This design comes from an exercise in tuning for small area, a short achievable clock period and few clock cycles on the open sky130 flow, not from production work.
Function was checked by simulation only, so behaviour that the tests miss may differ from the original.
No activity file was given, so power comes from the tool's default toggle rates.

===== design/flow/config.mk =====
export PLATFORM = sky130hd
export DESIGN_NAME = fce_hdr
export DESIGN_NICKNAME = fce_hdr
export VERILOG_FILES = /design/flow/design.v
export SDC_FILE = /design/flow/constraint.sdc
export NUM_CORES = 4
export LEC_CHECK = 0
export CAP_MARGIN = 20
export CORE_MARGIN = 2
export CORE_UTILIZATION = 30
export PLACE_DENSITY = 0.4
export SETUP_SLACK_MARGIN = 3.5
export SLEW_MARGIN = 20

===== design/flow/constraint.sdc =====
create_clock -name core_clock -period 8.0 [get_ports {clk}]
set_input_delay 1.6000 -clock core_clock [delete_from_list [all_inputs] [get_ports {clk}]]
set_output_delay 1.6000 -clock core_clock [all_outputs]
set_load 0.01 [all_outputs]

===== design/flow/run.sh =====
#!/bin/bash
# synth_recipe.tcl (not shown) runs the flow's synth.tcl, then flattens the netlist and writes it again
# the make line also repeats each setting of config.mk as NAME=value (left out here)
make -C /OpenROAD-flow-scripts/flow DESIGN_CONFIG=/design/flow/config.mk WORK_HOME=/design/flow/orfs CLKGATE_MAP_FILE= SYNTH_SCRIPT=/design/flow/synth_recipe.tcl finish

===== design/flow/design.v =====
module fce_hdr (
    input             clk,
    input             rst,
    input             bus_req,
    input             bus_we,
    input      [12:0] bus_addr,
    input      [1:0]  bus_size,
    input      [31:0] bus_wdata,
    output            bus_ack,
    output reg        bus_err,
    output reg [31:0] bus_rdata
);
    localparam [15:0]  RECOG_MGMT = 16'h2533;
    localparam [15:0]  RECOG_CTRL = 16'h3B04;
    localparam [15:0]  RECOG_DATA = 16'h0101;
    localparam [3:0] E_OK      = 4'd0;
    localparam [3:0] E_SHORT   = 4'd1;
    localparam [3:0] E_UNKNOWN = 4'd2;
    localparam [3:0] E_BOUNDS  = 4'd4;
    localparam [3:0] E_BADCMD  = 4'd7;
    localparam [3:0] E_REFUSED = 4'd8;
    localparam [3:0] E_NOTDATA = 4'd9;
    localparam [3:0] E_FATAL   = 4'd10;
    localparam [3:0] C_ADDR4    = 4'd1;
    localparam [3:0] C_HDR_ENUM = 4'd2;
    localparam [2:0] M_IDLE  = 3'd0;
    localparam [2:0] M_ENC   = 3'd1;    
    localparam [2:0] M_DCHK1 = 3'd2;    
    localparam [2:0] M_DCHK2 = 3'd3;    
    localparam [2:0] M_DCHK3 = 3'd5;    
    localparam [2:0] M_DFILL = 3'd4;    
    localparam [2:0] M_PF1   = 3'd6;    
    localparam [2:0] M_PF2   = 3'd7;    
    reg [3:0]  st_err;
    reg        st_fatal;
    reg [3:0]  st_fcause;
    reg [7:0]  st_last_opc;
    reg [11:0] buf_off;
    reg [12:0] in_len;
    reg [5:0]  result_len;      
    reg [15:0] hdr_fc;
    reg [15:0] hdr_dur;
    reg [47:0] hdr_a1;
    reg [47:0] hdr_a2;
    reg [47:0] hdr_a3;
    reg [47:0] hdr_a4;
    reg [15:0] hdr_seq;
    reg [15:0] hdr_qos;
    reg [31:0] hdr_htc;
    reg        res_ok;
    reg        res_tods;
    reg        res_fromds;
    reg [47:0] res_s1;
    reg [47:0] res_s2;
    reg [47:0] res_s3;
    reg [47:0] res_s4;
    reg [1023:0] fbuf;          
    reg [2:0]  mv;
    reg [4:0]  mv_ptr;          
    reg [1:0]  mv_ph;           
    reg [3:0]  mv_cnt;          
    reg [3:0]  mv_lw;           
    reg [1:0]  mv_ll;           
    reg        mv_h4;
    reg [31:0] mv_prev;         
    function recognized(input [15:0] fc);
        begin
            case (fc[3:2])
                2'd0:    recognized = RECOG_MGMT[fc[7:4]];
                2'd1:    recognized = RECOG_CTRL[fc[7:4]];
                2'd2:    recognized = RECOG_DATA[fc[7:4]];
                default: recognized = 1'b0;
            endcase
        end
    endfunction
    function has4(input [15:0] fc);
        has4 = (fc[3:2] == 2'd2) && fc[8] && fc[9];
    endfunction
    function [5:0] hdr_size(input [15:0] fc);
        begin
            if (fc[3:2] == 2'd0)
                hdr_size = 6'd24;
            else if (fc[3:2] == 2'd1)
                hdr_size = (fc[7:5] == 3'b110) ? 6'd10 : 6'd16;
            else
                case ({fc[8] & fc[9], fc[7], fc[15]})
                    3'b000, 3'b001: hdr_size = 6'd24;
                    3'b010:         hdr_size = 6'd26;
                    3'b011:         hdr_size = 6'd30;
                    3'b100, 3'b101: hdr_size = 6'd30;
                    3'b110:         hdr_size = 6'd32;
                    default:        hdr_size = 6'd36;
                endcase
        end
    endfunction
    function [5:0] hdr_szm1(input [15:0] fc);
        begin
            if (fc[3:2] == 2'd0)
                hdr_szm1 = 6'd23;
            else if (fc[3:2] == 2'd1)
                hdr_szm1 = (fc[7:5] == 3'b110) ? 6'd9 : 6'd15;
            else
                case ({fc[8] & fc[9], fc[7], fc[15]})
                    3'b000, 3'b001: hdr_szm1 = 6'd23;
                    3'b010:         hdr_szm1 = 6'd25;
                    3'b011:         hdr_szm1 = 6'd29;
                    3'b100, 3'b101: hdr_szm1 = 6'd29;
                    3'b110:         hdr_szm1 = 6'd31;
                    default:        hdr_szm1 = 6'd35;
                endcase
        end
    endfunction
    function len_short(input [12:0] len, input [15:0] fc);
        reg hi;
        begin
            hi = (len[12:6] != 7'd0);
            if (fc[3:2] == 2'd0)
                len_short = !hi && len[5:0] < 6'd24;
            else if (fc[3:2] == 2'd1)
                len_short = !hi && ((fc[7:5] == 3'b110) ? len[5:0] < 6'd10 : len[5:0] < 6'd16);
            else
                case ({fc[8] & fc[9], fc[7], fc[15]})
                    3'b000, 3'b001: len_short = !hi && len[5:0] < 6'd24;
                    3'b010:         len_short = !hi && len[5:0] < 6'd26;
                    3'b011:         len_short = !hi && len[5:0] < 6'd30;
                    3'b100, 3'b101: len_short = !hi && len[5:0] < 6'd30;
                    3'b110:         len_short = !hi && len[5:0] < 6'd32;
                    default:        len_short = !hi && len[5:0] < 6'd36;
                endcase
        end
    endfunction
    wire       is_buf = bus_addr[12];
    wire [5:0] ridx   = bus_addr[7:2];       
    wire [4:0] bword  = bus_addr[6:2];       
    reg reg_mapped;
    always @(*) begin
        case (ridx)
            6'h00, 6'h01, 6'h02, 6'h03, 6'h04, 6'h05, 6'h06, 6'h07, 6'h08,
            6'h10, 6'h11, 6'h12, 6'h13, 6'h14, 6'h15, 6'h16, 6'h17, 6'h18,
            6'h19, 6'h1A, 6'h1B, 6'h1C,
            6'h20, 6'h21, 6'h22, 6'h23, 6'h24, 6'h25, 6'h26, 6'h27, 6'h28,
            6'h29, 6'h2A:
                reg_mapped = 1'b1;
            default:
                reg_mapped = 1'b0;
        endcase
    end
    wire buf_aligned = (bus_size == 2'd0) ||
                       (bus_size == 2'd1 && bus_addr[0] == 1'b0) ||
                       (bus_size == 2'd2 && bus_addr[1:0] == 2'b00);
    wire buf_legal = (bus_size != 2'd3) && buf_aligned && (bus_addr[11:7] == 5'd0);
    wire reg_legal = (bus_size == 2'd2) && (bus_addr[1:0] == 2'b00) &&
                     (bus_addr[11:8] == 4'd0) && reg_mapped;
    wire acc_legal = is_buf ? buf_legal : reg_legal;
    wire [7:0]  w_opc     = bus_wdata[7:0];
    wire        w_illegal = (w_opc > 8'h05) || (bus_wdata[31:8] != 24'd0);
    wire mv_pf   = (mv == M_PF1) || (mv == M_PF2);
    wire mv_busy = (mv != M_IDLE) && !mv_pf;
    wire mv_dec  = (mv == M_DCHK1) || (mv == M_DCHK2) || (mv == M_DCHK3) ||
                   (mv == M_DFILL) || mv_pf;
    wire mv_chk  = (mv == M_DCHK1) || (mv == M_DCHK2) || (mv == M_DCHK3);
    wire is_hdr  = (ridx[5:4] == 2'b01);
    function [3:0] hdr_lastw(input [3:0] idx, input h4);
        begin
            case (idx)
                4'h0, 4'h1: hdr_lastw = 4'd0;
                4'h2:       hdr_lastw = 4'd1;
                4'h3:       hdr_lastw = 4'd2;
                4'h4, 4'h5: hdr_lastw = 4'd3;
                4'h6:       hdr_lastw = 4'd4;
                4'h7, 4'hA: hdr_lastw = 4'd5;
                4'h8:       hdr_lastw = 4'd6;
                4'h9:       hdr_lastw = 4'd7;
                4'hB:       hdr_lastw = h4 ? 4'd7 : 4'd6;
                default:    hdr_lastw = h4 ? 4'd8 : 4'd7;
            endcase
        end
    endfunction
    wire [3:0] hdr_last = hdr_lastw(ridx[3:0], mv_h4);
    reg mv_stall;
    always @(*) begin
        mv_stall = 1'b0;
        if (mv_busy) begin
            if (bus_we)
                mv_stall = 1'b1;
            else if (is_buf)
                mv_stall = mv_dec || (bword >= mv_ptr);
            else if (mv_chk)
                mv_stall = is_hdr || ridx == 6'h05 || ridx == 6'h08;
            else if (mv == M_DFILL)
                mv_stall = is_hdr && (hdr_last >= mv_cnt);
        end
        if (mv_pf)
            mv_stall = is_buf || (bus_we && ridx == 6'h04 && bus_wdata[7:0] == 8'h03);
    end
    wire       is_small = !is_buf && (ridx[5:4] == 2'b00);
    wire [6:0] cur_loc  = {is_buf, ridx};
    wire       rd_pred  = bus_req && !bus_we && acc_legal && !is_small;
    reg  [6:0]  pr_loc;
    reg         pr_v;
    reg  [31:0] pr_d;
    wire        pr_hit  = pr_v && (cur_loc == pr_loc);
    wire        stall   = mv_stall || (rd_pred && !pr_hit);
    assign bus_ack = bus_req && !stall;
    wire   fire    = bus_req && !stall && acc_legal;
    wire   reg_wr  = fire && bus_we && !is_buf;
    wire   buf_wr  = fire && bus_we && is_buf;
    wire   cmd_run = reg_wr && ridx == 6'h04 && !st_fatal && !w_illegal;
    wire [6:0]  pr_sel = pr_v ? pr_loc + 7'd1 : pr_loc;
    wire [5:0]  pidx   = pr_sel[5:0];
    wire [4:0]  rsel  = mv_dec ? mv_ptr : pr_sel[4:0];
    reg  [31:0] rword;
    integer ri;
    always @(*) begin
        rword = fbuf[31:0];
        for (ri = 1; ri < 32; ri = ri + 1)
            if (rsel == ri) rword = fbuf[ri*32 +: 32];
    end
    reg [31:0] buf_rval;
    always @(*) begin
        case (bus_size)
            2'd0: case (bus_addr[1:0])
                2'd0:    buf_rval = {24'd0, pr_d[7:0]};
                2'd1:    buf_rval = {24'd0, pr_d[15:8]};
                2'd2:    buf_rval = {24'd0, pr_d[23:16]};
                default: buf_rval = {24'd0, pr_d[31:24]};
            endcase
            2'd1:    buf_rval = {16'd0, bus_addr[1] ? pr_d[31:16] : pr_d[15:0]};
            default: buf_rval = pr_d;
        endcase
    end
    reg [31:0] small_rval;
    always @(*) begin
        case (ridx[3:0])
            4'h0: small_rval = 32'h46434501;
            4'h1: small_rval = {RECOG_CTRL, RECOG_MGMT};
            4'h2: small_rval = {16'd0, RECOG_DATA};
            4'h3: small_rval = 32'd128;
            4'h5: small_rval = {8'd0, st_last_opc, st_fcause, 3'd0, st_fatal, 4'd0, st_err};
            4'h6: small_rval = {20'd0, buf_off};
            4'h7: small_rval = {19'd0, in_len};
            4'h8: small_rval = {26'd0, result_len};
            default: small_rval = 32'd0;    
        endcase
    end
    wire res_is4 = res_tods & res_fromds;
    reg [31:0] reg_rval;
    always @(*) begin
        case (pidx)
            6'h10: reg_rval = {16'd0, hdr_fc};
            6'h11: reg_rval = {16'd0, hdr_dur};
            6'h12: reg_rval = hdr_a1[31:0];
            6'h13: reg_rval = {16'd0, hdr_a1[47:32]};
            6'h14: reg_rval = hdr_a2[31:0];
            6'h15: reg_rval = {16'd0, hdr_a2[47:32]};
            6'h16: reg_rval = hdr_a3[31:0];
            6'h17: reg_rval = {16'd0, hdr_a3[47:32]};
            6'h18: reg_rval = hdr_a4[31:0];
            6'h19: reg_rval = {16'd0, hdr_a4[47:32]};
            6'h1A: reg_rval = {16'd0, hdr_seq};
            6'h1B: reg_rval = {16'd0, hdr_qos};
            6'h1C: reg_rval = hdr_htc;
            6'h20: reg_rval = {27'd0, res_ok & res_is4, res_ok & res_is4, res_ok & !res_is4, res_ok, res_ok};
            default: reg_rval = 32'd0;    
        endcase
    end
        wire       role_da  = (pidx == 6'h21 || pidx == 6'h22);
    wire       role_sa  = (pidx == 6'h23 || pidx == 6'h24);
    wire       role_bs  = (pidx == 6'h25 || pidx == 6'h26);
    wire       role_ra  = (pidx == 6'h27 || pidx == 6'h28);
    wire       role_ta  = (pidx == 6'h29 || pidx == 6'h2A);
    wire sel_s1 = res_ok && ((role_da && !res_tods) || (role_bs && res_tods && !res_fromds) ||
                             (role_ra && res_is4));
    wire sel_s2 = res_ok && ((role_sa && !res_fromds) || (role_bs && !res_tods && res_fromds) ||
                             (role_ta && res_is4));
    wire sel_s3 = res_ok && ((role_da && res_tods) || (role_sa && !res_tods && res_fromds) ||
                             (role_bs && !res_tods && !res_fromds));
    wire sel_s4 = res_ok && (role_sa && res_is4);
    wire [47:0] res_word = ({48{sel_s1}} & res_s1) | ({48{sel_s2}} & res_s2) |
                           ({48{sel_s3}} & res_s3) | ({48{sel_s4}} & res_s4);
    wire [31:0] res_rval = pidx[0] ? res_word[31:0] : {16'd0, res_word[47:32]};
    always @(*) begin
        bus_err   = !acc_legal;
        bus_rdata = is_small ? small_rval : buf_rval;
    end
    wire [31:0] pr_fetch = pr_sel[6] ? rword : (reg_rval | res_rval);
    wire        fc_recog = recognized(hdr_fc);
    wire [5:0]  fc_size  = hdr_size(hdr_fc);
    wire        fc_data  = (hdr_fc[3:2] == 2'd2);
    wire [5:0]  enc_e    = hdr_szm1(hdr_fc) + {4'd0, buf_off[1:0]};
    wire [5:0]  enc_lastw = {1'b0, buf_off[6:2]} + {2'd0, enc_e[5:2]};
    wire        enc_oob  = (buf_off[11:7] != 5'd0) || enc_lastw[5];
    wire [8:0]  dec_sum  = {2'd0, buf_off[6:0]} + {1'b0, in_len[7:0]};
    wire        dec_oob  = (buf_off[11:7] != 5'd0) || (in_len[12:8] != 5'd0) ||
                           (dec_sum > 9'd128);
    wire        len_lt2  = (in_len[12:1] == 12'd0);
    wire        len_lt30 = (in_len[12:5] == 8'd0) && (in_len[4:1] != 4'hF);
    reg  [7:0]  d_hi;
    wire [15:0] d_fc   = (mv_ph == 2'd0) ? mv_prev[15:0] :
                         (mv_ph == 2'd1) ? mv_prev[23:8] :
                         (mv_ph == 2'd2) ? mv_prev[31:16] : {d_hi, mv_prev[31:24]};
    wire        d_rec  = recognized(d_fc);
    wire        d_h4   = has4(d_fc);
    wire [5:0]  d_size = hdr_size(d_fc);
    wire [5:0]  d_szm1 = hdr_szm1(d_fc);
    wire        d_short = len_short(in_len, d_fc);
    reg [31:0] hword;
    always @(*) begin
        case (mv_cnt)
            4'd0:    hword = {hdr_dur, hdr_fc};
            4'd1:    hword = hdr_a1[31:0];
            4'd2:    hword = {hdr_a2[15:0], hdr_a1[47:32]};
            4'd3:    hword = hdr_a2[47:16];
            4'd4:    hword = hdr_a3[31:0];
            4'd5:    hword = {hdr_seq, hdr_a3[47:32]};
            4'd6:    hword = mv_h4 ? hdr_a4[31:0] : {hdr_htc[15:0], hdr_qos};
            4'd7:    hword = mv_h4 ? {hdr_qos, hdr_a4[47:32]} : {16'd0, hdr_htc[31:16]};
            4'd8:    hword = hdr_htc;
            default: hword = 32'd0;
        endcase
    end
    reg [31:0] enc_lanes;
    always @(*) begin
        case (mv_ph)
            2'd0:    enc_lanes = hword;
            2'd1:    enc_lanes = {hword[23:0], mv_prev[31:24]};
            2'd2:    enc_lanes = {hword[15:0], mv_prev[31:16]};
            default: enc_lanes = {hword[7:0],  mv_prev[31:8]};
        endcase
    end
    wire       mv_first = (mv_cnt == 4'd0);
    wire       mv_lastw = (mv_cnt == mv_lw);
    reg  [3:0] enc_mask;
    always @(*) begin
        enc_mask[0] = !mv_first || mv_ph == 2'd0;
        enc_mask[1] = (!mv_first || mv_ph <= 2'd1) && (!mv_lastw || mv_ll >= 2'd1);
        enc_mask[2] = (!mv_first || mv_ph <= 2'd2) && (!mv_lastw || mv_ll >= 2'd2);
        enc_mask[3] = !mv_lastw || mv_ll == 2'd3;
    end
    wire enc_last = mv_lastw;
    reg [31:0] dec_word;
    always @(*) begin
        case (mv_ph)
            2'd0:    dec_word = mv_prev;
            2'd1:    dec_word = {rword[7:0],  mv_prev[31:8]};
            2'd2:    dec_word = {rword[15:0], mv_prev[31:16]};
            default: dec_word = {rword[23:0], mv_prev[31:24]};
        endcase
    end
    wire        dec_last  = mv_lastw;
    reg [35:0] wen;
    integer k;
    always @(*) begin
        for (k = 0; k < 36; k = k + 1)
            wen[k] = (mv == M_DFILL) && (mv_cnt == k / 4) && (!mv_lastw || (k % 4) < 2 || mv_ll[1]);
    end
    wire        enc_on = (mv == M_ENC);
    wire [4:0]  wsel   = enc_on ? mv_ptr : bword;
    reg  [3:0]  bmask;
    always @(*) begin
        case (bus_size)
            2'd0:    bmask = 4'b0001 << bus_addr[1:0];
            2'd1:    bmask = bus_addr[1] ? 4'b1100 : 4'b0011;
            default: bmask = 4'b1111;
        endcase
    end
    wire [3:0]  wmask  = enc_on ? enc_mask : (buf_wr ? bmask : 4'b0000);
    wire [31:0] blanes = {(bus_size == 2'd0) ? bus_wdata[7:0] :
                          (bus_size == 2'd1) ? bus_wdata[15:8] : bus_wdata[31:24],
                          (bus_size == 2'd2) ? bus_wdata[23:16] : bus_wdata[7:0],
                          (bus_size == 2'd0) ? bus_wdata[7:0] : bus_wdata[15:8],
                          bus_wdata[7:0]};
    wire [31:0] wlanes = enc_on ? enc_lanes : blanes;
    integer wi, li;
    always @(posedge clk) begin
        for (wi = 0; wi < 32; wi = wi + 1)
            for (li = 0; li < 4; li = li + 1)
                if (!rst && wsel == wi && wmask[li])
                    fbuf[wi*32 + li*8 +: 8] <= wlanes[li*8 +: 8];
    end
    task finish_cmd(input [3:0] err, input [5:0] rlen);
        begin
            st_err     <= err;
            result_len <= rlen;
        end
    endtask
    task raise_fatal(input [3:0] cause);
        begin
            st_err     <= E_FATAL;
            st_fatal   <= 1'b1;
            st_fcause  <= cause;
            result_len <= 6'd0;
        end
    endtask
    reg fc_ok;     
    integer i;
    always @(posedge clk) begin
        if (rst) begin
            st_err      <= E_OK;
            st_fatal    <= 1'b0;
            st_fcause   <= 4'd0;
            st_last_opc <= 8'd0;
            buf_off     <= 12'd0;
            in_len      <= 13'd0;
            result_len  <= 6'd0;
            res_ok      <= 1'b0;
            res_tods    <= 1'b0;
            res_fromds  <= 1'b0;
            mv          <= M_IDLE;
            fc_ok       <= 1'b0;
        end else begin
            case (mv)
            M_ENC: begin
                mv_prev <= hword;
                mv_ptr  <= mv_ptr + 5'd1;
                mv_cnt  <= mv_cnt + 4'd1;
                if (enc_last) mv <= M_IDLE;
            end
            M_DCHK1, M_PF1: begin
                mv_prev <= rword;
                mv_ptr  <= mv_ptr + 5'd1;
                if (mv_ph == 2'd3)
                    mv <= (mv == M_PF1) ? M_PF2 : M_DCHK2;
                else if (mv == M_PF1) begin
                    mv    <= M_IDLE;
                    fc_ok <= 1'b1;
                end else
                    mv <= M_DCHK3;
            end
            M_DCHK2, M_PF2: begin
                d_hi <= rword[7:0];
                if (mv == M_PF2) begin
                    mv    <= M_IDLE;
                    fc_ok <= 1'b1;
                end else
                    mv <= M_DCHK3;
            end
            M_DCHK3: begin
                if (!d_rec) begin
                    finish_cmd(E_UNKNOWN, 6'd0);
                    mv <= M_IDLE;
                end else if (d_h4 && len_lt30) begin
                    raise_fatal(C_ADDR4);
                    mv <= M_IDLE;
                end else if (d_short) begin
                    finish_cmd(E_SHORT, 6'd0);
                    mv <= M_IDLE;
                end else begin
                    finish_cmd(E_OK, d_size);
                    mv      <= M_DFILL;
                    mv_cnt  <= 4'd0;
                    mv_lw   <= d_szm1[5:2];
                    mv_ll   <= d_szm1[1:0];
                    mv_h4   <= d_h4;
                end
            end
            M_DFILL: begin
                mv_prev <= rword;
                mv_ptr  <= mv_ptr + 5'd1;
                mv_cnt  <= mv_cnt + 4'd1;
                if (dec_last) mv <= M_IDLE;
            end
            default: ;
            endcase
            if (buf_wr)
                fc_ok <= 1'b0;
            if (reg_wr) begin
                case (ridx)
                6'h06: begin
                    buf_off <= bus_wdata[11:0];
                    fc_ok   <= 1'b0;
                    mv      <= M_PF1;
                    mv_ptr  <= bus_wdata[6:2];
                    mv_ph   <= bus_wdata[1:0];
                end
                6'h07: in_len  <= bus_wdata[12:0];
                6'h04: begin
                    st_last_opc <= w_opc;
                    fc_ok       <= 1'b0;
                    mv          <= M_IDLE;
                    if (st_fatal)
                        finish_cmd(E_REFUSED, 6'd0);
                    else if (w_illegal)
                        finish_cmd(E_BADCMD, 6'd0);
                    else begin
                        case (w_opc[2:0])
                        3'd0:
                            finish_cmd(E_OK, 6'd0);
                        3'd1:
                            if (!fc_recog) raise_fatal(C_HDR_ENUM);
                            else finish_cmd(E_OK, fc_size);
                        3'd2:
                            if (!fc_recog) raise_fatal(C_HDR_ENUM);
                            else if (enc_oob) finish_cmd(E_BOUNDS, 6'd0);
                            else begin
                                finish_cmd(E_OK, fc_size);
                                mv      <= M_ENC;
                                mv_ptr  <= buf_off[6:2];
                                mv_ph   <= buf_off[1:0];
                                mv_cnt  <= 4'd0;
                                mv_lw   <= enc_e[5:2];
                                mv_ll   <= enc_e[1:0];
                                mv_h4   <= has4(hdr_fc);
                            end
                        3'd3:
                            if (dec_oob) finish_cmd(E_BOUNDS, 6'd0);
                            else if (len_lt2) finish_cmd(E_SHORT, 6'd0);
                            else if (!fc_ok) begin
                                mv      <= M_DCHK1;
                                mv_ptr  <= buf_off[6:2];
                                mv_ph   <= buf_off[1:0];
                            end
                            else if (!d_rec) finish_cmd(E_UNKNOWN, 6'd0);
                            else if (d_h4 && len_lt30) raise_fatal(C_ADDR4);
                            else if (d_short) finish_cmd(E_SHORT, 6'd0);
                            else begin
                                finish_cmd(E_OK, d_size);
                                mv      <= M_DFILL;
                                mv_cnt  <= 4'd0;
                                mv_lw   <= d_szm1[5:2];
                                mv_ll   <= d_szm1[1:0];
                                mv_h4   <= d_h4;
                            end
                        3'd4:
                            if (!fc_recog) raise_fatal(C_HDR_ENUM);
                            else if (!fc_data) finish_cmd(E_NOTDATA, 6'd0);
                            else begin
                                finish_cmd(E_OK, 6'd0);
                                res_ok     <= 1'b1;
                                res_tods   <= hdr_fc[8];
                                res_fromds <= hdr_fc[9];
                            end
                        default:          
                            finish_cmd(E_OK, 6'd0);
                        endcase
                    end
                end
                default: ;    
                endcase
            end
        end
    end
    function stale(input [6:0] loc);
        begin
            stale = (fire && bus_we && cur_loc == loc) ||
                    (enc_on && loc[6] && loc[4:0] == mv_ptr) ||
                    (!loc[6] && loc[5:4] == 2'b01 &&
                     (hclr || (dfill && hdr_lastw(loc[3:0], mv_h4) >= mv_cnt)));
        end
    endfunction
    wire cmd_wr = reg_wr && ridx == 6'h04;
    always @(posedge clk) begin
        if (rst) begin
            pr_v <= 1'b0;
        end else if (cmd_wr) begin
            pr_v <= 1'b0;
            case (w_opc)
                8'h02:   pr_loc <= {2'b10, buf_off[6:2]};
                8'h03:   pr_loc <= 7'h10;
                8'h04:   pr_loc <= 7'h20;
                default: ;
            endcase
        end else if (rd_pred && cur_loc != pr_loc) begin
            pr_v   <= 1'b0;
            pr_loc <= cur_loc;
        end else if (!pr_v || (rd_pred && !mv_stall)) begin
            pr_d   <= pr_fetch;
            pr_loc <= pr_sel;
            pr_v   <= !stale(pr_sel) && !(mv_dec && pr_sel[6]);
        end else begin
            pr_v   <= !stale(pr_loc);
        end
    end
    always @(posedge clk) begin
        if (!rst && cmd_run && w_opc[2:0] == 3'd4 && fc_recog && fc_data) begin
            res_s1 <= hdr_a1;
            res_s2 <= hdr_a2;
            res_s3 <= hdr_a3;
            res_s4 <= hdr_a4;
        end
    end
    wire dchk_ok   = d_rec && !(d_h4 && len_lt30) && !(d_short);
    wire dchk_pass = ((mv == M_DCHK3) ||
                      (cmd_run && w_opc[2:0] == 3'd3 && fc_ok && !(dec_oob) &&
                       !(len_lt2))) && dchk_ok;
    wire hclr = rst || (cmd_run && w_opc[2:0] == 3'd5) || dchk_pass;
    wire dfill = (mv == M_DFILL);
    wire [31:0] hw_s = hclr ? 32'd0 : dfill ? dec_word : bus_wdata;
    wire [31:0] hw_w = hclr ? 32'd0 : dfill ? {dec_word[15:0], dec_word[31:16]} : bus_wdata;
    wire [31:0] hw_q = mv_h4 ? hw_w : hw_s;    
    wire [31:0] hw_h = mv_h4 ? hw_s : hw_w;    
    wire hwr = reg_wr;
    always @(posedge clk) begin
        for (i = 0; i < 2; i = i + 1) begin
            if (hclr || (hwr && ridx == 6'h10) || wen[0 + i])  hdr_fc[i*8 +: 8]  <= hw_s[i*8 +: 8];
            if (hclr || (hwr && ridx == 6'h11) || wen[2 + i])  hdr_dur[i*8 +: 8] <= hw_w[i*8 +: 8];
            if (hclr || (hwr && ridx == 6'h1A) || wen[22 + i]) hdr_seq[i*8 +: 8] <= hw_w[i*8 +: 8];
            if (hclr || (hwr && ridx == 6'h1B) || (mv_h4 ? wen[30 + i] : wen[24 + i]))
                hdr_qos[i*8 +: 8] <= hw_q[i*8 +: 8];
        end
        for (i = 0; i < 6; i = i + 1) begin
            if (hclr || (hwr && ridx == (i < 4 ? 6'h12 : 6'h13)) || wen[4 + i])
                hdr_a1[i*8 +: 8] <= hw_s[(i % 4)*8 +: 8];
            if (hclr || (hwr && ridx == (i < 4 ? 6'h14 : 6'h15)) || wen[10 + i])
                hdr_a2[i*8 +: 8] <= hw_w[(i % 4)*8 +: 8];
            if (hclr || (hwr && ridx == (i < 4 ? 6'h16 : 6'h17)) || wen[16 + i])
                hdr_a3[i*8 +: 8] <= hw_s[(i % 4)*8 +: 8];
            if (hclr || (hwr && ridx == (i < 4 ? 6'h18 : 6'h19)) || (mv_h4 && wen[24 + i]))
                hdr_a4[i*8 +: 8] <= hw_s[(i % 4)*8 +: 8];
        end
        for (i = 0; i < 4; i = i + 1) begin
            if (hclr || (hwr && ridx == 6'h1C) || (mv_h4 ? wen[32 + i] : wen[26 + i]))
                hdr_htc[i*8 +: 8] <= hw_h[i*8 +: 8];
        end
    end
endmodule

==> results of run 1 <==
-- cells in the final DEF, fill, tap and decap left out, drive strengths merged, types with 31 or more instances in the layout --
cell type,count
buf,785
and2,40
nand3,172
a221oi,148
a2111oi,31
clkdlybuf4s50,31
o21ai,299
nor3,129
a22o,56
o221ai,42
ha,47
nor4,40
edfxtp,1596
a211oi,100
o211ai,50
clkbuf,257
a31oi,41
mux2i,132
xnor2,37
clkinv,77
dfxtp,56
a221o,53
inv,61
nand4,51
o22ai,149
nor2,632
a21o,44
nand2,603
a21oi,411
a222oi,70
a22oi,232
-- logic make-up after synthesis --
logic type	synth area share
compound gates	0.184
xor+xnor	0.00591
fa+ha+maj	0.00822
buf+inv	0.0270
flops	0.642
mux	0.0245
simple gates	0.108
-- flip-flops by register name, indices dropped and copies added, names as in the netlist, 5 cells and up --
| register | flops |
|---|---|
| pr_d | 32 |
| pr_loc | 7 |
| hdr_fc | 16 |
| result_len | 6 |
| st_last_opc | 8 |
| hdr_a2 | 48 |
| res_s1 | 48 |
| hdr_a1 | 48 |
| buf_off | 12 |
| hdr_qos | 16 |
| mv_prev | 32 |
| hdr_htc | 32 |
| res_s2 | 48 |
| res_s3 | 48 |
| hdr_a3 | 48 |
| hdr_dur | 16 |
| hdr_a4 | 48 |
| fbuf | 1024 |
| hdr_seq | 16 |
| mv_ptr | 5 |
| in_len | 13 |
| res_s4 | 48 |
-- cells in the mapped netlist (22+ instances only) --
cell type	instances
edfxtp_1	1596
nor2_1	627
nand2_1	602
a21oi_1	406
clkbuf_1	309
o21ai_0	284
a22oi_1	231
nand3_1	172
o22ai_1	149
a221oi_1	146
mux2i_1	131
nor3_1	128
a211oi_1	98
buf_2	88
a222oi_1	70
a22o_1	56
dfxtp_1	56
a221o_1	53
inv_1	52
o211ai_1	50
nand4_1	49
ha_1	47
buf_1	44
a21o_1	43
o221ai_1	42
a31oi_1	41
and2_1	39
nor4_1	36
xnor2_1	36
and3_1	30
nor2b_1	30
o21a_1	30
a2111oi_0	29
or3_1	27
o22a_1	22
-- final timing paths --
kind	depth (start not counted)	end	slack, ns
min	2	st_last_opc[7]	0.46
min reg2reg	2	st_last_opc[7]	0.46
max reg2reg	26	hdr_a1[28]	3.08
max	16	bus_ack	2.28
-- layer usage --
metal	up-vias	GRT usage	wire length [µm]
met3	993	0.0579	32400
met4	12	0.172	29600
met2	3626	0.467	180000
met1	32800	0.382	158000
li1	26100	-	-
met5	-	0	79
-- cell type report --
type,count,area share
timing repair buffer,858,0.0916
tap,3366,0.0421
multi-input combinational,4109,0.312
antenna,8,0.000200
inverter,55,0.00233
clock inverter,106,0.0104
sequential,1652,0.490
clock buffer,239,0.0506
-- power by group --
part / internal, mW / leakage (nW) / switching [mW] / total (mW)
Combinational: 3.45 / 14.9 / 6.30 / 9.75
Sequential: 9.75 / 15.1 / 0.190 / 9.94
Clock: 5.00 / 2.98 / 3.78 / 8.78
-- worst reg2reg max path, delay by kind of cell, from the launching register on --
family | cells | cell delay, ns
multiplexers | 1 | 0.16
AO/OA/AOI/OAI | 9 | 2.19
AND/OR/NAND/NOR | 1 | 0.10
buffers and inverters | 14 | 1.78
flip-flops | 1 | 0.40
adder cells (fa/ha/maj) | 1 | 0.20
-- what timing repair did --
item / 4_1_cts / 5_1_grt
gates resized for setup: 1122 / 462
pin swaps: 172 / 203
buffers inserted: 276 / 130
gates cloned: 27 / 10
setup endpoints to repair: 2461 / 2286
-- stage by stage --
stage          utilization  power, mW
6_report             0.394       28.5
5_1_grt              0.394       29.0
4_1_cts              0.380       27.5
3_5_place_dp         0.328       16.9
3_3_place_gp         0.328       16.9
2_1_floorplan            -       13.0
==> run summary, run 1 <==
Netlist cell types 114; area delta synth->final 30.9%; GRT Total Usage 0.298; largest net degree at the start of global routing 73; pwr/cell area 285 nW/µm²; Buf/Inv on CP 3; critical path class in -> out; register area 49100 µm²; number of enable flip-flop cells after synthesis 1596; first-pass GRT wire length 531 mm; IO buf count 84; Antenna Nets Post-Route 0; worst-path fanout max 6; min-delay src st_last_opc[7]; total number of vias 63600; CTS Buf Count 188; max-capacitance violation count 0; pre-CTS setup slack 0.958 ns; Top Family by Delay on Critical Path compound AO/OA/AOI/OAI gates; Syn Area/Cell 12.2 µm²; Final HPWL DP 265 mm; area of the multi-input gates around 31000 µm²; RSZ-0062 raised after global routing yes; Syn Nets roughly 6400; Yosys reg bits 1652; asr flop ratio synth 0; fraction of the cycle the final worst path needs 0.715; RR Startpoint pr_loc[0]; row count around 190; Setup Total Neg Slack 0 ns; post-route DRC violation count 0; CTS tree built; Critical Path Slowest Stage Cell and3b_2; 1st-iter DRT viols roughly 8500; number of H-tree levels 4; post-layout net count 6964; IO Count 85; Syn Inst Count ~6300; CP endpoint kind output port; die area ~260000 µm²; Area after DPL 83200 µm²; Min-Delay Path Class reg -> reg; vias in the first global route 60200; Finished Layout Cells 10400; Worst-path clk slew around 0.060 ns; register area share after synthesis 0.642; Max transition margin 0.0475; crit-path max cell delay 0.27 ns; Startpoint Class input port; Initial Util 0.301; Die Width 509 µm; Inst Count DP roughly 9600; antenna violations before repair 15; Fmax about 170 MHz; share of post-route cells with drive strength above 1 0.278; Synth area leader edfxtp_1; drt pass-1 iters 10; peak supply drop between 200 and 250 µV; Die Height between 500 and 600 µm; Root Buffer clkbuf_16; Setup Skew about 0.044 ns; Yosys Warn Count 1; Synth area leaders edfxtp_1 63%, nor2_1 3.1%, nand2_1 3.0%; Critical Path RT ~6.4 ns; critical path data arrival time 4.12 ns; crit path time final 5.72 ns; placeable core area 254000 µm²; Final setup viols 0; share of the synthesized area in the top cell type 0.627; critical path cell sequence buf_6 > buf_12 > nor3_4 > a21oi_2 > a21oi_2 > ha_1 > nand2b_4 > a21o_1 > a21o_1 > a21oi_1 > nor2b_1 > o31ai_1 > a21oi_1 > o31ai_2 > and3b_2 > buf_6; routability cong. 0.948; hold_buf cts 0; total wire length 400 mm; status complete, no violations; final worst setup slack 2.28 ns; TritonCTS Sinks between 1500 and 2000; clock latency (worst-skew pair) 0.87 ns; WL per Instance 38.5 µm; GRT overflow 0; Bufs on Longest Clock Path 3; Tightest Pin Transition 1.42 ns; leak pwr 33.0 nW; fill count 24300; max-slew violations 0; design area 100000 µm²; post-synthesis instance area ~76000 µm²; Synth Flop Type edfxtp_1; Worst setup startpoint bus_addr[2]; DR vias/cell 6.12; Final Hold Fails 0; hold slack 0.464 ns
Testbench counts, summed over its fixed seeds: cycles 21,043.
==> inputs of run 2 (changes only) <==
--- a/design/flow/design.v
+++ b/design/flow/design.v
@@ -40,11 +40,21 @@
     reg [5:0]  result_len;      
-    reg [15:0] hdr_fc;
-    reg [15:0] hdr_dur;
-    reg [47:0] hdr_a1;
-    reg [47:0] hdr_a2;
-    reg [47:0] hdr_a3;
-    reg [47:0] hdr_a4;
-    reg [15:0] hdr_seq;
-    reg [15:0] hdr_qos;
-    reg [31:0] hdr_htc;
+    reg [15:0] hs_fc;
+    reg [15:0] hs_dur;
+    reg [47:0] hs_a1;
+    reg [47:0] hs_a2;
+    reg [47:0] hs_a3;
+    reg [47:0] hs_a4;
+    reg [15:0] hs_seq;
+    reg [15:0] hs_qos;
+    reg [31:0] hs_htc;
+    reg [12:0] hz;
+    wire [15:0] hdr_fc  = hz[0]  ? hs_fc  : 16'd0;
+    wire [15:0] hdr_dur = hz[1]  ? hs_dur : 16'd0;
+    wire [47:0] hdr_a1  = {hz[3] ? hs_a1[47:32] : 16'd0, hz[2] ? hs_a1[31:0] : 32'd0};
+    wire [47:0] hdr_a2  = {hz[5] ? hs_a2[47:32] : 16'd0, hz[4] ? hs_a2[31:0] : 32'd0};
+    wire [47:0] hdr_a3  = {hz[7] ? hs_a3[47:32] : 16'd0, hz[6] ? hs_a3[31:0] : 32'd0};
+    wire [47:0] hdr_a4  = {hz[9] ? hs_a4[47:32] : 16'd0, hz[8] ? hs_a4[31:0] : 32'd0};
+    wire [15:0] hdr_seq = hz[10] ? hs_seq : 16'd0;
+    wire [15:0] hdr_qos = hz[11] ? hs_qos : 16'd0;
+    wire [31:0] hdr_htc = hz[12] ? hs_htc : 32'd0;
     reg        res_ok;
@@ -178,3 +188,3 @@
     endfunction
-    wire [3:0] hdr_last = hdr_lastw(ridx[3:0], mv_h4);
+    reg res_pend;    
     reg mv_stall;
@@ -185,11 +195,9 @@
                 mv_stall = 1'b1;
-            else if (is_buf)
-                mv_stall = mv_dec || (bword >= mv_ptr);
             else if (mv_chk)
-                mv_stall = is_hdr || ridx == 6'h05 || ridx == 6'h08;
-            else if (mv == M_DFILL)
-                mv_stall = is_hdr && (hdr_last >= mv_cnt);
+                mv_stall = !is_buf && (ridx == 6'h05 || ridx == 6'h08);
         end
         if (mv_pf)
-            mv_stall = is_buf || (bus_we && ridx == 6'h04 && bus_wdata[7:0] == 8'h03);
+            mv_stall = bus_we && (is_buf || (ridx == 6'h04 && bus_wdata[7:0] == 8'h03));
+        if (res_pend && bus_we)
+            mv_stall = 1'b1;
     end
@@ -545,5 +553,6 @@
             stale = (fire && bus_we && cur_loc == loc) ||
-                    (enc_on && loc[6] && loc[4:0] == mv_ptr) ||
+                    (enc_on && loc[6] && loc[4:0] >= mv_ptr) ||
                     (!loc[6] && loc[5:4] == 2'b01 &&
-                     (hclr || (dfill && hdr_lastw(loc[3:0], mv_h4) >= mv_cnt)));
+                     (hclr || mv_chk || (dfill && hdr_lastw(loc[3:0], mv_h4) >= mv_cnt))) ||
+                    (!loc[6] && loc[5:4] == 2'b10 && res_pend);
         end
@@ -574,3 +583,7 @@
     always @(posedge clk) begin
-        if (!rst && cmd_run && w_opc[2:0] == 3'd4 && fc_recog && fc_data) begin
+        if (rst)
+            res_pend <= 1'b0;
+        else
+            res_pend <= cmd_run && w_opc[2:0] == 3'd4 && fc_recog && fc_data;
+        if (res_pend) begin
             res_s1 <= hdr_a1;
@@ -587,4 +600,4 @@
     wire dfill = (mv == M_DFILL);
-    wire [31:0] hw_s = hclr ? 32'd0 : dfill ? dec_word : bus_wdata;
-    wire [31:0] hw_w = hclr ? 32'd0 : dfill ? {dec_word[15:0], dec_word[31:16]} : bus_wdata;
+    wire [31:0] hw_s = dfill ? dec_word : bus_wdata;
+    wire [31:0] hw_w = dfill ? {dec_word[15:0], dec_word[31:16]} : bus_wdata;
     wire [31:0] hw_q = mv_h4 ? hw_w : hw_s;    
@@ -594,23 +607,43 @@
         for (i = 0; i < 2; i = i + 1) begin
-            if (hclr || (hwr && ridx == 6'h10) || wen[0 + i])  hdr_fc[i*8 +: 8]  <= hw_s[i*8 +: 8];
-            if (hclr || (hwr && ridx == 6'h11) || wen[2 + i])  hdr_dur[i*8 +: 8] <= hw_w[i*8 +: 8];
-            if (hclr || (hwr && ridx == 6'h1A) || wen[22 + i]) hdr_seq[i*8 +: 8] <= hw_w[i*8 +: 8];
-            if (hclr || (hwr && ridx == 6'h1B) || (mv_h4 ? wen[30 + i] : wen[24 + i]))
-                hdr_qos[i*8 +: 8] <= hw_q[i*8 +: 8];
+            if ((hwr && ridx == 6'h10) || wen[0 + i])  hs_fc[i*8 +: 8]  <= hw_s[i*8 +: 8];
+            if ((hwr && ridx == 6'h11) || wen[2 + i])  hs_dur[i*8 +: 8] <= hw_w[i*8 +: 8];
+            if ((hwr && ridx == 6'h1A) || wen[22 + i]) hs_seq[i*8 +: 8] <= hw_w[i*8 +: 8];
+            if ((hwr && ridx == 6'h1B) || (mv_h4 ? wen[30 + i] : wen[24 + i]))
+                hs_qos[i*8 +: 8] <= hw_q[i*8 +: 8];
         end
         for (i = 0; i < 6; i = i + 1) begin
-            if (hclr || (hwr && ridx == (i < 4 ? 6'h12 : 6'h13)) || wen[4 + i])
-                hdr_a1[i*8 +: 8] <= hw_s[(i % 4)*8 +: 8];
-            if (hclr || (hwr && ridx == (i < 4 ? 6'h14 : 6'h15)) || wen[10 + i])
-                hdr_a2[i*8 +: 8] <= hw_w[(i % 4)*8 +: 8];
-            if (hclr || (hwr && ridx == (i < 4 ? 6'h16 : 6'h17)) || wen[16 + i])
-                hdr_a3[i*8 +: 8] <= hw_s[(i % 4)*8 +: 8];
-            if (hclr || (hwr && ridx == (i < 4 ? 6'h18 : 6'h19)) || (mv_h4 && wen[24 + i]))
-                hdr_a4[i*8 +: 8] <= hw_s[(i % 4)*8 +: 8];
+            if ((hwr && ridx == (i < 4 ? 6'h12 : 6'h13)) || wen[4 + i])
+                hs_a1[i*8 +: 8] <= hw_s[(i % 4)*8 +: 8];
+            if ((hwr && ridx == (i < 4 ? 6'h14 : 6'h15)) || wen[10 + i])
+                hs_a2[i*8 +: 8] <= hw_w[(i % 4)*8 +: 8];
+            if ((hwr && ridx == (i < 4 ? 6'h16 : 6'h17)) || wen[16 + i])
+                hs_a3[i*8 +: 8] <= hw_s[(i % 4)*8 +: 8];
+            if ((hwr && ridx == (i < 4 ? 6'h18 : 6'h19)) || (mv_h4 && wen[24 + i]))
+                hs_a4[i*8 +: 8] <= hw_s[(i % 4)*8 +: 8];
         end
         for (i = 0; i < 4; i = i + 1) begin
-            if (hclr || (hwr && ridx == 6'h1C) || (mv_h4 ? wen[32 + i] : wen[26 + i]))
-                hdr_htc[i*8 +: 8] <= hw_h[i*8 +: 8];
+            if ((hwr && ridx == 6'h1C) || (mv_h4 ? wen[32 + i] : wen[26 + i]))
+                hs_htc[i*8 +: 8] <= hw_h[i*8 +: 8];
         end
     end
+    wire [12:0] hz_set;
+    assign hz_set[0]  = (hwr && ridx == 6'h10) || wen[0];
+    assign hz_set[1]  = (hwr && ridx == 6'h11) || wen[2];
+    assign hz_set[2]  = (hwr && ridx == 6'h12) || wen[4];
+    assign hz_set[3]  = (hwr && ridx == 6'h13) || wen[8];
+    assign hz_set[4]  = (hwr && ridx == 6'h14) || wen[10];
+    assign hz_set[5]  = (hwr && ridx == 6'h15) || wen[14];
+    assign hz_set[6]  = (hwr && ridx == 6'h16) || wen[16];
+    assign hz_set[7]  = (hwr && ridx == 6'h17) || wen[20];
+    assign hz_set[8]  = (hwr && ridx == 6'h18) || (mv_h4 && wen[24]);
+    assign hz_set[9]  = (hwr && ridx == 6'h19) || (mv_h4 && wen[28]);
+    assign hz_set[10] = (hwr && ridx == 6'h1A) || wen[22];
+    assign hz_set[11] = (hwr && ridx == 6'h1B) || (mv_h4 ? wen[30] : wen[24]);
+    assign hz_set[12] = (hwr && ridx == 6'h1C) || (mv_h4 ? wen[32] : wen[26]);
+    always @(posedge clk) begin
+        if (hclr)
+            hz <= 13'd0;
+        else
+            hz <= hz | hz_set;
+    end
 endmodule
--- a/design/flow/config.mk
+++ b/design/flow/config.mk
@@ -10,2 +10,3 @@
 export CORE_UTILIZATION = 30
+export CTS_CLUSTER_SIZE = 20
 export PLACE_DENSITY = 0.4
==> run summary, run 2 <==
largest register by flop count fbuf; CP endpoint kind output port; Initial Util 0.302 (+0.00108); peak supply drop 232 µV (-5.9%); routability cong. 0.961 (+1.5%); Setup Skew 0.0693 ns (+0.0255 ns); Syn Area/Cell 11.8 µm² (-2.9%); Root Buffer clkbuf_16; worst setup path end bus_ack; leading cell type in the layout, fill and taps excluded edfxtp_1; Reg-to-Reg End hs_dur[15]; fraction of the cycle the final worst path needs 0.599 (-0.116); Die Width 516 µm (+1.4%); critical path data arrival time 3.19 ns (-0.93 ns); share of the synthesized area in the top cell type 0.610 (-0.0173); drt pass-1 iters 10 (unchanged); Startpoint Class input port; internal power 16.3 mW (-10%); CTS tree built; GRT overflow 0 (unchanged); max-capacitance violation count 0 (unchanged); number of enable flip-flop cells after synthesis 1596 (unchanged); status complete, no violations; number of H-tree levels 4 (unchanged); leak pwr 34.3 nW (+3.9%); Netlist cell types 121 (+6.1%); Final HPWL DP 297 mm (+12%); GRT Total Usage 0.315 (+0.0172); worst reg2reg setup slack 3.30 ns (+0.22 ns); total wire length 435 mm (+8.7%); most frequent cells in the layout 1596 x edfxtp_1, 682 x nand2_1, 587 x buf_4; fill count 25100 (+3.1%); RSZ-0062 raised after global routing yes; Antenna Nets Post-Route 0 (unchanged); vias in the first global route 62700 (+4.1%); Fmax 209 MHz (+19%); Final setup viols 0 (unchanged); die area 266000 µm² (+2.8%); sequential group share of total power 0.412 (+0.063); Setup Total Neg Slack 0 ns (unchanged); clock share of power 0.380 (+0.072); post-synthesis instance area 78500 µm² (+2.8%); Synth Flop Type edfxtp_1; total number of vias 67300 (+5.9%); IO buf count 84 (unchanged); Commonest cells post-synth 1596 x edfxtp_1, 739 x nand2_1, 620 x nor2_1; pwr/cell area 232 nW/µm² (-19%); Max transition margin 0.221 (+0.174); Bufs on Longest Clock Path 3 (unchanged); Critical Path RT 6.40 ns (about the same); critical path class in -> out; R2R depth 19 (-27%); max-slew violations 0 (unchanged); TritonCTS Sinks 1666 (+0.85%); worst-path fanout max 2 (-4); post-route DRC violation count 0 (unchanged); area delta synth->final 29.0%; CTS Buf Count 192 (+2.1%); post-layout net count 7392 (+6.1%); Worst setup startpoint bus_wdata[1]; Yosys Warn Count 1 (unchanged); register area 49300 µm² (+0.59%); Synth area leaders edfxtp_1 61%, nand2_1 3.5%, nor2_1 3.0%; Die Height 516 µm (+1.4%); Min-Delay Path Class reg -> reg; switching part of the total 0.305 (-0.0555); WHS Path Cells 2 (unchanged); crit path time final 4.79 ns (-0.929 ns); Final Hold Fails 0 (unchanged); register area share after synthesis 0.628 (-0.0141); Syn Inst Count 6634 (+5.9%); row count 187 (+1.1%); Net Sw Power 7.17 mW (-30%); antenna violations before repair 21 (+6); asr flop ratio synth 0 (unchanged); Syn Nets 6734 (+5.8%); share of post-route cells with drive strength above 1 0.262 (-0.0157); DR vias/cell 6.14 (+0.32%); critical path cell sequence clkdlybuf4s50_1 > nand2b_4 > nor2_4 > a31oi_4 > o21ai_2 > a211oi_4 > buf_6; Critical Path Slowest Stage Cell clkdlybuf4s50_1; largest net degree at the start of global routing 81 (+11%); RR Startpoint pr_loc[1]; area of the multi-input gates 31300 µm² (+0.17%); placeable core area 260000 µm² (+2.5%); clock latency (worst-skew pair) 0.87 ns (about the same); Worst-path clk slew 0.06 ns (about the same); IO Count 85 (unchanged); most common cell in the netlist edfxtp_1; Combinational Power Share 0.208 (-0.134); first-pass GRT wire length 571 mm (+7.6%); 1st-iter DRT viols 9874 (+15%); Synth area leader edfxtp_1; Yosys reg bits 1666 (+0.85%); final design utilization 0.390 (-0.00447); max reg flops 1024 (unchanged); crit-path max cell delay 0.51 ns (+0.24 ns); WL per Instance 39.7 µm (+3.0%); Tightest Pin Transition 1.16 ns (-0.260 ns)
## run 2: stage by stage
stage | cells | instance area (µm²) | hold slack, ns | power (mW) | worst slack (ns)
after CTS | 10800 | 97500 | 0.458 | 22.9 | 3.24
after floorplan | 6634 | 78700 | 0.410 | 11.3 | 3.27
after detailed placement | 10100 | 85300 | 0.439 | 13.3 | 1.28
after global placement | 10100 | 85300 | 0.442 | 13.3 | 1.33
after global routing | 11000 | 101000 | 0.475 | 23.9 | 3.17
final | 11000 | 101000 | 0.461 | 23.5 | 3.21
## run 2: layout make-up
type	count	area share
sequential	1666	0.487
multi-input combinational	4398	0.309
timing repair buffer	929	0.0949
tap	3496	0.0432
inverter	105	0.00419
clock inverter	117	0.0117
clock buffer	240	0.0499
antenna	15	0.000370
## run 2: worst min-delay path by stage
stage                         from              to  slack [ns]
floorplan            result_len[0]   result_len[0]        0.41
global placement    st_last_opc[1]  st_last_opc[1]        0.44
detailed placement   result_len[0]   result_len[0]        0.44
CTS                  result_len[0]   result_len[0]        0.46
global route        st_last_opc[1]  st_last_opc[1]        0.48
finish              st_last_opc[1]  st_last_opc[1]        0.46
## run 2: per-layer routing
metal	global-route usage	vias to the layer above	wire, µm
met2	0.490	4297	193000
met3	0.0651	1090	40300
met4	0.184	10	32600
met1	0.404	34600	168000
met5	0	-	70
li1	-	27300	-
## run 2: cell families (layout without fill, tap and decap cells)
group / Yosys count / in the layout / share of synthesized area
other: 0 / 15 / 0
AO/OA/AOI/OAI: 1991 / 1992 / 0.179
adder cells (fa/ha/maj): 51 / 51 / 0.00825
XOR/XNOR: 36 / 36 / 0.00435
AND/OR/NAND/NOR: 2179 / 2180 / 0.128
flip-flops: 1666 / 1666 / 0.628
multiplexers: 136 / 139 / 0.0209
buffers and inverters: 575 / 1391 / 0.0312
## run 2: critical path: cells and delay by family
kind / cells / cell delay, ns
buf+inv: 2 / 0.68
simple gates: 2 / 0.21
compound gates: 3 / 0.68
## run 2: power groups by stage
stage               Clock [mW]  Sequential, mW  Combinational (mW)
finish                    8.91            9.68                4.89
global route              9.31            9.67                4.89
CTS                       9.01            9.68                4.23
detailed placement           0            9.87                3.41
global placement             0            9.87                3.42
floorplan                    0            9.82                1.51
## run 2: what timing repair did
item,4_1_cts,5_1_grt
setup buffers,289,167
pin swaps,143,186
resized for setup,898,477
hold buffers,0,0
endpoints found under the setup margin,2017,1169
gates cloned,20,12
Testbench counts of run 2, summed over its fixed seeds: cycles 21,043.
==> inputs of run 3 (changes only) <==
--- a/design/flow/config.mk
+++ b/design/flow/config.mk
@@ -12,3 +12,3 @@
 export PLACE_DENSITY = 0.4
-export SETUP_SLACK_MARGIN = 3.5
+export SETUP_SLACK_MARGIN = 2.8
 export SLEW_MARGIN = 20
==> run summary, run 3 <==
routability cong. 0.976 (+1.5%); Min-Delay Path Class reg -> reg; leak pwr 31.3 nW (-8.8%); worst-path fanout max 19 (+17); IO Count 85 (unchanged); Finished Layout Cells 10600 (-3.5%); Yosys Warn Count 1 (unchanged); GRT overflow 0 (unchanged); share of post-route cells with drive strength above 1 0.164 (-0.0982); Tightest Pin Transition 1.14 ns (-0.0274 ns); Synth Flop Type edfxtp_1; largest net degree at the start of global routing 99 (+22%); max reg flops 1024 (unchanged); pwr/cell area 240 nW/µm² (+3.6%); Yosys reg bits 1666 (unchanged); Startpoint Class flop; Final HPWL DP 296 mm (-0.31%); Pwr Total 22.5 mW (-4.1%); vias in the first global route 60800 (-3.0%); final design utilization 0.361 (-0.0289); Worst-path clk slew 0.06 ns (about the same); most frequent cells in the layout 1596 x edfxtp_1, 716 x nand2_1, 585 x nor2_1; GRT Total Usage 0.306 (-0.00895); pre-CTS setup slack 1.07 ns (-0.203 ns); post-route DRC violation count 0 (unchanged); Die Width 516 µm (unchanged); RSZ-0062 raised after global routing yes; CTS Buf Count 190 (-1.0%); Area after DPL 85300 µm² (about the same); largest register by flop count fbuf; Max transition margin 0.240 (+0.0184); register area share after synthesis 0.628 (unchanged); max-slew violations 0 (unchanged); antenna violations before repair 26 (+24%); share of the synthesized area in the top cell type 0.610 (unchanged); Netlist cell types 121 (unchanged); Final Hold Fails 0 (unchanged); Bufs on Longest Clock Path 3 (unchanged); final worst setup slack 2.73 ns (-0.480 ns); drt pass-1 iters 7 (-3); area delta synth->final 19.4%; Syn Area/Cell 11.8 µm² (unchanged); Critical Path RT 8.58 ns (+2.18 ns); Syn Nets 6734 (unchanged); Final setup viols 0 (unchanged); TritonCTS Sinks 1666 (unchanged); status complete, no violations; Syn Inst Count 6634 (unchanged); CTS tree built; placeable core area 260000 µm² (unchanged); Die Height 516 µm (unchanged); total wire length 419 mm (-3.6%); register area 49300 µm² (about the same); WL per Instance 39.6 µm (-0.15%); Setup Total Neg Slack 0 ns (unchanged); fill count 25600 (+1.8%); first-pass GRT wire length 555 mm (-2.8%); Root Buffer clkbuf_16; Antenna Nets Post-Route 0 (unchanged); most common cell in the netlist edfxtp_1; design area 93800 µm² (-7.4%); peak supply drop 233 µV (+0.79%); die area 266000 µm² (unchanged); crit path time final 5.27 ns (+0.480 ns); asr flop ratio synth 0 (unchanged); critical path class reg -> reg; Initial Util 0.302 (unchanged); IO buf count 84 (unchanged); area of the multi-input gates 28500 µm² (-9.0%); CP endpoint kind flop; number of H-tree levels 4 (unchanged); critical path data arrival time 5.85 ns (+2.66 ns); Synth area leader edfxtp_1; max-capacitance violation count 0 (unchanged); fraction of the cycle the final worst path needs 0.659 (+0.0600); number of enable flip-flop cells after synthesis 1596 (unchanged); hold slack 0.454 ns (-0.00755 ns); row count 187 (unchanged); Commonest cells post-synth 1596 x edfxtp_1, 739 x nand2_1, 620 x nor2_1; leading cell type in the layout, fill and taps excluded edfxtp_1; 1st-iter DRT viols 9609 (-2.7%); post-layout net count 7022 (-5.0%); post-synthesis instance area 78500 µm² (unchanged); DR vias/cell 6.14 (about the same); clock latency (worst-skew pair) 0.88 ns (about the same); Inst Count DP 10100 (+0.059%); total number of vias 65000 (-3.4%); Fmax 190 MHz (-9.1%); Setup Skew 0.0747 ns (+0.00543 ns); Synth area leaders edfxtp_1 61%, nand2_1 3.5%, nor2_1 3.0%
==> run 3: cell counts after synthesis <==
No cell type changed its count.
==> run 3: where the power goes <==
part | internal, mW | leakage [nW] | switching, mW
combinational | 1.07 | 13.0 | 2.80
clock | 5.03 | 3.02 | 3.94
sequential | 9.61 | 15.2 | 0.0624
total | 15.7 | 31.3 | 6.80
==> run 3: timing repair <==
action | 4_1_cts | 5_1_grt
pin swaps | 35 | 22
hold buffers | 0 | 0
gates cloned | 3 | 2
setup buffers | 71 | 39
setup endpoints to repair | 1409 | 381
endpoints found under the hold margin | 0 | 0
gates resized for setup | 236 | 124
==> run 3: worst paths after layout <==
check | start | slack, ns | cells after the start | to
max | pr_loc[0] | 2.73 | 16 | hs_a2[44]
min | st_last_opc[1] | 0.45 | 2 | st_last_opc[1]
max reg2reg | pr_loc[0] | 2.73 | 16 | hs_a2[44]
min reg2reg | st_last_opc[1] | 0.45 | 2 | st_last_opc[1]
==> run 3: per-layer routing <==
metal / routed length (µm) / GRT usage / vias to the layer above / part of all wire
met2: 187000 / 0.479 / 4164 / 0.45
met5: 137 / 0 / - / 0.00033
li1: - / - / 26500 / -
met1: 165000 / 0.392 / 33300 / 0.39
met3: 38300 / 0.0674 / 1026 / 0.091
met4: 28600 / 0.167 / 20 / 0.068
==> run 3: kinds of logic after synthesis <==
| group | after synthesis | share of synthesized area |
|---|---|---|
| simple gates | 2179 | 0.128 |
| compound gates | 1991 | 0.179 |
| flops | 1666 | 0.628 |
| buf+inv | 575 | 0.0312 |
| mux | 136 | 0.0209 |
| fa+ha+maj | 51 | 0.00825 |
| xor+xnor | 36 | 0.00435 |
==> run 3: final cells by class <==
cell class / count / area share
inverters: 105 / 0.00422
well taps: 3496 / 0.0466
repair buffers: 566 / 0.0526
multi-input cells: 4393 / 0.303
diodes: 6 / 0.000160
flip-flops and latches: 1666 / 0.526
clock buffers: 231 / 0.0528
clock inverters: 122 / 0.0141
==> run 3: critical path: stages (launching register included) <==
cell	delay [ns]
edfxtp_1	0.46
inv_1	0.13
ha_1	0.35
mux2i_4	0.30
buf_4	0.18
buf_6	0.29
nor2_1	0.16
a21boi_2	0.47
nor2_1	0.31
a221oi_1	0.49
nand4_1	0.24
o211ai_1	0.53
a21o_1	0.45
o32ai_1	0.15
buf_4	0.19
nor2_2	0.17
nand2_1	0.13

[afterwards: timing with drivers on the ports]
The flow's constraints put no driver on any port. The routed layouts listed below were extracted and timed again, unchanged, in two steps. Step 1 assumes that a clkbuf_16 drives the clock port and a buf_2 every other input. Step 2 moves the port delays by t, midway between the first and last clock arrival at a register: inputs arrive t later, outputs are due t later. That takes back most of the time a late clock gives input paths. a / b / c = ideal ports / drivers / drivers and shift; a / b = the first two.
run	shift t [ns]	setup slack, ns	clock arrival spread, ns
run 1	0.940	2.283 / 2.250 / 2.250	0.044 / 0.044
run 2	0.935	3.212 / 3.151 / 2.614	0.069 / 0.070
run 3	0.934	2.732 / 2.732 / 2.178	0.076 / 0.076
After both steps setup and hold are still met in every run listed. For run 2, which loses most, drivers alone change the setup slack by -0.061 ns; drivers and shift together by -0.598 ns.
